This design comes from an exercise in tuning for small area, a short achievable clock period and few clock cycles on the open sky130 flow, not from production work.
Only simulation tests tie the RTL to the original design; equivalence was not proved.
Power and IR drop assume default switching activity.

### flow/run.sh
#!/bin/bash
# synth_recipe.tcl (not shown) runs the flow's synth.tcl, then flattens the netlist and writes it again
# the make line also repeats each setting of config.mk as NAME=value (left out here)
make -C /OpenROAD-flow-scripts/flow DESIGN_CONFIG=/design/flow/config.mk WORK_HOME=/design/flow/orfs CLKGATE_MAP_FILE= SYNTH_SCRIPT=/design/flow/synth_recipe.tcl finish
### flow/config.mk
export PLATFORM = sky130hd
export DESIGN_NAME = osi_cfs
export DESIGN_NICKNAME = osi_cfs
export VERILOG_FILES = /design/flow/design.v
export SDC_FILE = /design/flow/constraint.sdc
export NUM_CORES = 4
export LEC_CHECK = 0
export CAP_MARGIN = 20
export CORE_MARGIN = 2
export CORE_UTILIZATION = 40
export PLACE_DENSITY = 0.6
export SLEW_MARGIN = 20
### flow/constraint.sdc
create_clock -name core_clock -period 5.0 [get_ports {clk}]
set_input_delay 1.0000 -clock core_clock [delete_from_list [all_inputs] [get_ports {clk}]]
set_output_delay 1.0000 -clock core_clock [all_outputs]
set_load 0.01 [all_outputs]
### flow/design.v
module cfs_crc_byte (
    input  wire [31:0] c,
    input  wire [7:0]  b,
    output reg  [31:0] r
);
    integer i;
    always @* begin
        r = c ^ {b, 24'h000000};
        for (i = 0; i < 8; i = i + 1)
            r = r[31] ? ({r[30:0], 1'b0} ^ 32'h04C11DB7) : {r[30:0], 1'b0};
    end
endmodule
module cfs_frame (
    input  wire [7:0]  opc,
    input  wire [31:0] idx,
    output wire [71:0] frame
);
    wire [31:0] n = (opc == 8'h00) ? 32'h0 : idx;
    wire [31:0] c0, c1, c2, c3, c4;
    cfs_crc_byte u_b0 (.c(32'hFFFFFFFF), .b(opc),      .r(c0));
    cfs_crc_byte u_b1 (.c(c0),           .b(n[7:0]),   .r(c1));
    cfs_crc_byte u_b2 (.c(c1),           .b(n[15:8]),  .r(c2));
    cfs_crc_byte u_b3 (.c(c2),           .b(n[23:16]), .r(c3));
    cfs_crc_byte u_b4 (.c(c3),           .b(n[31:24]), .r(c4));
    wire [31:0] csum = ~c4;
    assign frame = {csum[31:24], csum[23:16], csum[15:8], csum[7:0],
                    n[31:24], n[23:16], n[15:8], n[7:0], opc};
endmodule
module cfs_payload (
    input  wire         clk,
    input  wire         we,
    input  wire [8:0]   waddr,
    input  wire [7:0]   wdata,
    input  wire [8:0]   raddr,
    output wire [7:0]   rbyte,
    input  wire [3:0]   sidx,
    output wire [255:0] sample
);
    reg [4095:0] mem;
    genvar i;
    generate
        for (i = 0; i < 512; i = i + 1) begin : g_byte
            always @(posedge clk)
                if (we && waddr == i)
                    mem[8*i +: 8] <= wdata;
        end
    endgenerate
    assign rbyte  = mem[8*raddr +: 8];
    assign sample = mem[256*sidx +: 256];
endmodule
module osi_cfs (
    input  wire         clk,
    input  wire         rst,
    input  wire         cmd_valid,
    output wire         cmd_ready,
    input  wire [43:0]  cmd_word,
    output reg          rsp_valid,
    output reg  [2:0]   rsp_code,
    output reg  [255:0] rsp_data
);
    localparam [7:0] OPC_READ  = 8'h01;
    localparam [7:0] OPC_WRITE = 8'h03 - OPC_READ;
    localparam [3:0] OP_NOP = 4'h0, OP_CRC_INIT = 4'h1, OP_CRC_BYTE = 4'h2, OP_CRC_READ = 4'h3,
                     OP_FRAME_RAW = 4'h4, OP_FRAME_QUIT = 4'h5, OP_FRAME_READ = 4'h6,
                     OP_FRAME_WRITE = 4'h7, OP_RX_START = 4'h8, OP_RX_BYTE = 4'h9,
                     OP_RX_STATUS = 4'hA, OP_PAY_READ = 4'hB, OP_SMP_COUNT = 4'hC,
                     OP_SMP_GET = 4'hD, OP_CFG_SETVPS = 4'hE, OP_CFG_GETVPS = 4'hF;
    localparam [2:0] E_OK = 3'd0, E_LENGTH = 3'd1, E_CHECKSUM = 3'd2, E_CONFIG = 3'd4,
                     E_NOT_ARMED = 3'd5;
    localparam [1:0] SD_IDLE = 2'd0, SD_RECEIVING = 2'd1, SD_DONE = 2'd2;
    wire [3:0]  op = cmd_word[43:40];
    wire [7:0]  a  = cmd_word[39:32];
    wire [31:0] w  = cmd_word[31:0];
    assign cmd_ready = 1'b1;
    wire fire = cmd_valid & cmd_ready;
    reg [31:0] crc_q;
    reg [31:0] rxcrc_q;
    reg [31:0] rxsum_q;
    reg [9:0]  rxcnt_q;
    reg [1:0]  sdst_q;
    reg        valid_q;
    reg [15:0] vps_q;
    wire [31:0] crc_next, rxcrc_next;
    cfs_crc_byte u_crc   (.c(crc_q),   .b(a), .r(crc_next));
    cfs_crc_byte u_rxcrc (.c(rxcrc_q), .b(a), .r(rxcrc_next));
    reg  [7:0]  frame_opc;
    wire [71:0] frame;
    always @* begin
        case (op)
            OP_FRAME_QUIT:  frame_opc = 8'h00;
            OP_FRAME_READ:  frame_opc = OPC_READ;
            OP_FRAME_WRITE: frame_opc = OPC_WRITE;
            default:        frame_opc = a;
        endcase
    end
    cfs_frame u_frame (.opc(frame_opc), .idx(w), .frame(frame));
    wire [31:0] calcsum   = ~rxcrc_q;
    wire [9:0]  plen      = (rxcnt_q == 10'd0) ? 10'd0 :
                            (rxcnt_q > 10'd513) ? 10'd512 : rxcnt_q - 10'd1;
    wire [31:0] rxsum_new = {rxsum_q[23:0], a};
    wire        verdict   = (calcsum == rxsum_new);
    wire        armed     = (sdst_q == SD_RECEIVING);
    wire        is_payload = (rxcnt_q >= 10'd1) && (rxcnt_q <= 10'd512);
    wire        is_trailer = (rxcnt_q >= 10'd513);
    wire        last_byte  = (rxcnt_q == 10'd516);
    wire         pay_we = fire && (op == OP_RX_BYTE) && armed && is_payload;
    wire [7:0]   pay_byte;
    wire [255:0] pay_sample;
    cfs_payload u_payload (
        .clk(clk), .we(pay_we), .waddr(rxcnt_q[8:0] - 9'd1), .wdata(a),
        .raddr(w[8:0]), .rbyte(pay_byte), .sidx(w[3:0]), .sample(pay_sample)
    );
    always @(posedge clk) begin
        if (rst) begin
            crc_q   <= 32'hFFFFFFFF;
            rxcrc_q <= 32'hFFFFFFFF;
            rxsum_q <= 32'h0;
            rxcnt_q <= 10'd0;
            sdst_q  <= SD_IDLE;
            valid_q <= 1'b0;
            vps_q   <= 16'd16;
        end else if (fire) begin
            case (op)
                OP_CRC_INIT: crc_q <= 32'hFFFFFFFF;
                OP_CRC_BYTE: crc_q <= crc_next;
                OP_RX_START: begin
                    sdst_q  <= SD_RECEIVING;
                    rxcnt_q <= 10'd0;
                    rxcrc_q <= 32'hFFFFFFFF;
                    rxsum_q <= 32'h0;
                    valid_q <= 1'b0;
                end
                OP_RX_BYTE: if (armed) begin
                    if (is_payload) rxcrc_q <= rxcrc_next;
                    if (is_trailer) rxsum_q <= rxsum_new;
                    rxcnt_q <= rxcnt_q + 10'd1;
                    if (last_byte) begin
                        sdst_q  <= SD_DONE;
                        valid_q <= verdict;
                    end
                end
                OP_CFG_SETVPS: vps_q <= w[15:0];
                default: ;
            endcase
        end
    end
    reg [2:0]   code;
    reg [255:0] data;
    always @* begin
        code = E_OK;
        data = 256'b0;
        case (op)
            OP_CRC_READ: data[31:0] = ~crc_q;
            OP_FRAME_RAW, OP_FRAME_QUIT, OP_FRAME_READ, OP_FRAME_WRITE:
                data[71:0] = frame;
            OP_RX_BYTE:
                if (!armed) begin
                    code       = E_NOT_ARMED;
                    data[1:0]  = sdst_q;
                end else if (last_byte) begin
                    data[0] = 1'b1;
                    data[1] = verdict;
                end
            OP_RX_STATUS: begin
                data[31:0]  = rxsum_q;
                data[63:32] = calcsum;
                data[73:64] = rxcnt_q;
                data[89:80] = plen;
                data[97:96] = sdst_q;
                data[104]   = valid_q;
            end
            OP_PAY_READ:
                if (sdst_q != SD_DONE) begin
                    code        = E_LENGTH;
                    data[31:0]  = 32'd512;
                    data[41:32] = plen;
                end else if (!valid_q) begin
                    code        = E_CHECKSUM;
                    data[31:0]  = rxsum_q;
                    data[63:32] = calcsum;
                end else begin
                    data[7:0] = pay_byte;
                end
            OP_SMP_COUNT:
                if (vps_q != 16'd16) begin
                    code       = E_CONFIG;
                    data[15:0] = vps_q;
                end else begin
                    data[31:0] = 32'd16;
                end
            OP_SMP_GET:
                if (vps_q != 16'd16) begin
                    code       = E_CONFIG;
                    data[15:0] = vps_q;
                end else if (sdst_q != SD_DONE) begin
                    code        = E_LENGTH;
                    data[31:0]  = 32'd512;
                    data[41:32] = plen;
                end else if (!valid_q) begin
                    code        = E_CHECKSUM;
                    data[31:0]  = rxsum_q;
                    data[63:32] = calcsum;
                end else begin
                    data = pay_sample;
                end
            OP_CFG_GETVPS: data[15:0] = vps_q;
            default: ;
        endcase
    end
    always @(posedge clk) begin
        if (rst) rsp_valid <= 1'b0;
        else     rsp_valid <= fire;
        if (fire) begin
            rsp_code <= code;
            rsp_data <= data;
        end
    end
endmodule
==> results.txt <==
number of enable flip-flop cells after synthesis - 4355
Worst Tran Pin Value - 1460 ps
H-tree depth - 5
worst hold stages - 1
Slew headroom - 2.69%
achievable clock frequency - 205 MHz
GRT Overall Usage - 34.3%
core area - 521000 um2
clock-pin slew on the worst setup and hold paths - 70 ps
max incr delay on CP - 530 ps
setup violators final - 0
ys async rst share - 0%
syn_area_per_cell - 20.3 um2
initial drt markers - 24.5k
reg2reg setup slack - 130 ps
slowest cell on the critical path - nor4_1
status - finished clean
crit path DAT - 5660 ps
critical path's top delay family - simple AND/OR/NAND/NOR gates
Site Rows - 265
Post-Place Cell Area - 231000 um2
Placer Congestion - 1.08
die span in x - 727 um
Post-Synthesis Cells - 10.3k
Routed Antenna Nets - 0
NumNets Final - 11.9k
Fillers - 42.7k
Critical Path RT - 5790 ps
Yosys top cell by area - edfxtp_1
CP startpoint - rxcnt_q[5]
final cell count without fillers - 19.4k
CTS tree - yes
Lkg Pwr - 0.0796 uW
worst vdd ir - 0.00268 V
Tmin final - 4870 ps
share of layout cells above drive strength 1 - 40.8%
worst hold slack - 232 ps
Setup Skew - 85.8 ps
sequential area share after synthesis - 63.7%
Critical Path, Cell by Cell - nor4_1, nand2b_1, nor3_1, nand2_1, a21oi_2, nor4b_4, nand2_1, nor2_1, buf_4, nand2_1, buf_12, nor2_1, buf_4
Area contributors post-synth - edfxtp_1 (63%), mux4_2 (27%), nor2_1 (1.3%)
dpl hpwl - 713000 um
Initial Utilization - 40.1%
synth warn - 3
Hold Path End - u_payload.mem[1412]
vias in the first global route - 122k
post-placement cell count - 18.3k
Top cell by count, worst path - nand2_1
global-route wire length before repair - 1190000 um
initial antenna violation count - 194
Synth cell types - 78
Root Buffer - clkbuf_16
Chip Height - 727 um
Critical R2R Capture - u_payload.mem[490]
syn_nets - 10.3k
port bufs - 306
Setup TNS Final - 0 ps
CP bufs+invs - 3
Hold Violations, Final - 0
Worst Hold Launch - cmd_word[36]
commonest non-fill, non-tap cell in the layout - edfxtp_1
largest net degree at the start of global routing - 225
period utilization - 97.4%
Num CTS Buffers - 467
Yosys top cell area share - 62.5%
routed via count - 130k
#FFs+latches synth - 4481
clock tree buffer depth - 4
I/O Pins - 308
DR WL/cell - 47.6 um
Worst Path Class, Setup - reg -> reg
Vias/cell - 6.71
Design Area, Final - 248000 um2
clock latency on the worst-skew pair - 1120 ps
R2R depth - 13
clk sinks - 4481
gr ovfl total - 0
DRT Pass-1 Iters - 6
commonest cells after routing, fill and taps aside - edfxtp_1 (4355), mux4_2 (2527), buf_4 (1483)
startpoint types - flip-flop
MaxCap Viol Count - 0
PwrDens - 488 nW/um2
area of the mapped netlist - 209000 um2
DRC - 0
area delta synth->final - 18.7%
CP max FO - 8
CTS Hold Bufs - 0
RR Startpoint - rxcnt_q[5]
final WL - 922000 um
Die ar. - 529000 um2
worst min path class - in -> reg
Critical Path Sink Type - flip-flop
Final Max Slew Viols - 0
Synth Flop Type - edfxtp_1
sequential cells by signal, indices dropped and copies added, names as in the netlist:
register	count
rsp_data	256
rsp_code	3
crc_q	32
sdst_q	2
u_payload.mem	4096
vps_q	16
valid_q	1
rsp_valid	1
rxcnt_q	10
rxsum_q	32
rxcrc_q	32
layer usage:
metal	vias up	wire length (um)	share of wire, %	GRT usage (%)
met5	-	346	0.038	0
met4	48	99200	11	29.7
met3	2067	110000	12	8.86
met2	11400	398000	43	49.5
met1	69100	314000	34	43.2
li1	47300	-	-	-
repair_timing:
item	4_1_cts	5_1_grt
buffers inserted	2	8
endpoints found under the setup margin	1110	37
pin swaps	3	18
resized for setup	4	20
cell usage after synthesis, types with 14 or more instances:
cell type and instances:
a221o_1 25, o22ai_1 112, and2_1 174, nand2_1 287, mux4_2 2527, nor2_1 703
dfxtp_1 126, xnor2_2 14, o32ai_1 34, a21oi_1 73, clkbuf_1 561, mux2i_1 92
o21ai_0 117, xnor3_1 44, xor2_1 119, nand3_1 51, nor3_1 70, a31oi_1 16
inv_1 14, o221ai_1 48, xnor2_1 289, edfxtp_1 4355, buf_1 236
worst max path at each step:
stage	endpoint	cells after the start
6_report	u_payload.mem[490]	13
5_1_grt	rsp_data[51]	19
4_1_cts	rsp_data[49]	20
3_5_place_dp	rsp_data[49]	19
3_3_place_gp	rsp_data[53]	19
2_1_floorplan	rsp_data[51]	19
area by class of cell:
type	instances	area (um2)	area share, %
Timing Repair Buffer	1901	16500	6.64
Clock inverter	327	3940	1.59
Tap cell	6942	8690	3.50
Clock buffer	543	12100	4.87
Multi-Input combinational cell	4969	73100	29.5
Sequential cell	4481	133000	53.7
Antenna cell	189	473	0.191
Inverter	19	80.1	0.0323
metrics by stage:
stage / setup slack (ps) / util [%] / power (uW)
floorplan: -489 / - / 69400
global placement: -1120 / 44.4 / 84400
detailed placement: -1100 / 44.4 / 84000
CTS: 33.0 / 47.5 / 121000
global route: -3.97 / 47.6 / 124000
finish: 128 / 47.6 / 121000
cell families after synthesis:
group                      after synthesis  synth area share, %
muxes                                 2620                 27.7
other                                    1              0.00179
DFF                                   4481                 63.7
adders and majority gates               10               0.0598
and+or+nand+nor                       1344                 2.78
xor gates and xnor gates               495                 2.61
AOI/OAI and AO/OA                      499                 1.60
buffers and inverters                  839                 1.54
power breakdown:
| part | total, uW | internal, uW | switching (uW) |
|---|---|---|---|
| registers | 42200 | 42000 | 184 |
| logic | 42000 | 22100 | 19800 |
| clock network | 37000 | 21000 | 15900 |
Testbench counts, summed over its fixed seeds: cycles 33,926.

separate check: timing with driven ports:
Ports are ideal in the flow. The routed layout listed here was re-timed in OpenROAD. Step 1 assumes that a clkbuf_16 drives the clock port and a buf_2 every other input. Step 2, shift: input delay + t, output delay - t, t = (earliest + latest rising clock arrival at the registers) / 2. This alone moves slack from input paths to output paths. a / b / c = no drivers / after step 1 / after step 2; a / b = the first two.
shift t [ns]: 1.194
setup WS [ns]: 0.128 / 0.128 / -0.919
worst register clock-pin slew, ns: 0.07 / 0.07
With both steps, setup timing fails in this run, where it was met with ideal ports. For this run, drivers alone change the setup slack by 0.000 ns; drivers and shift together by -1.047 ns.
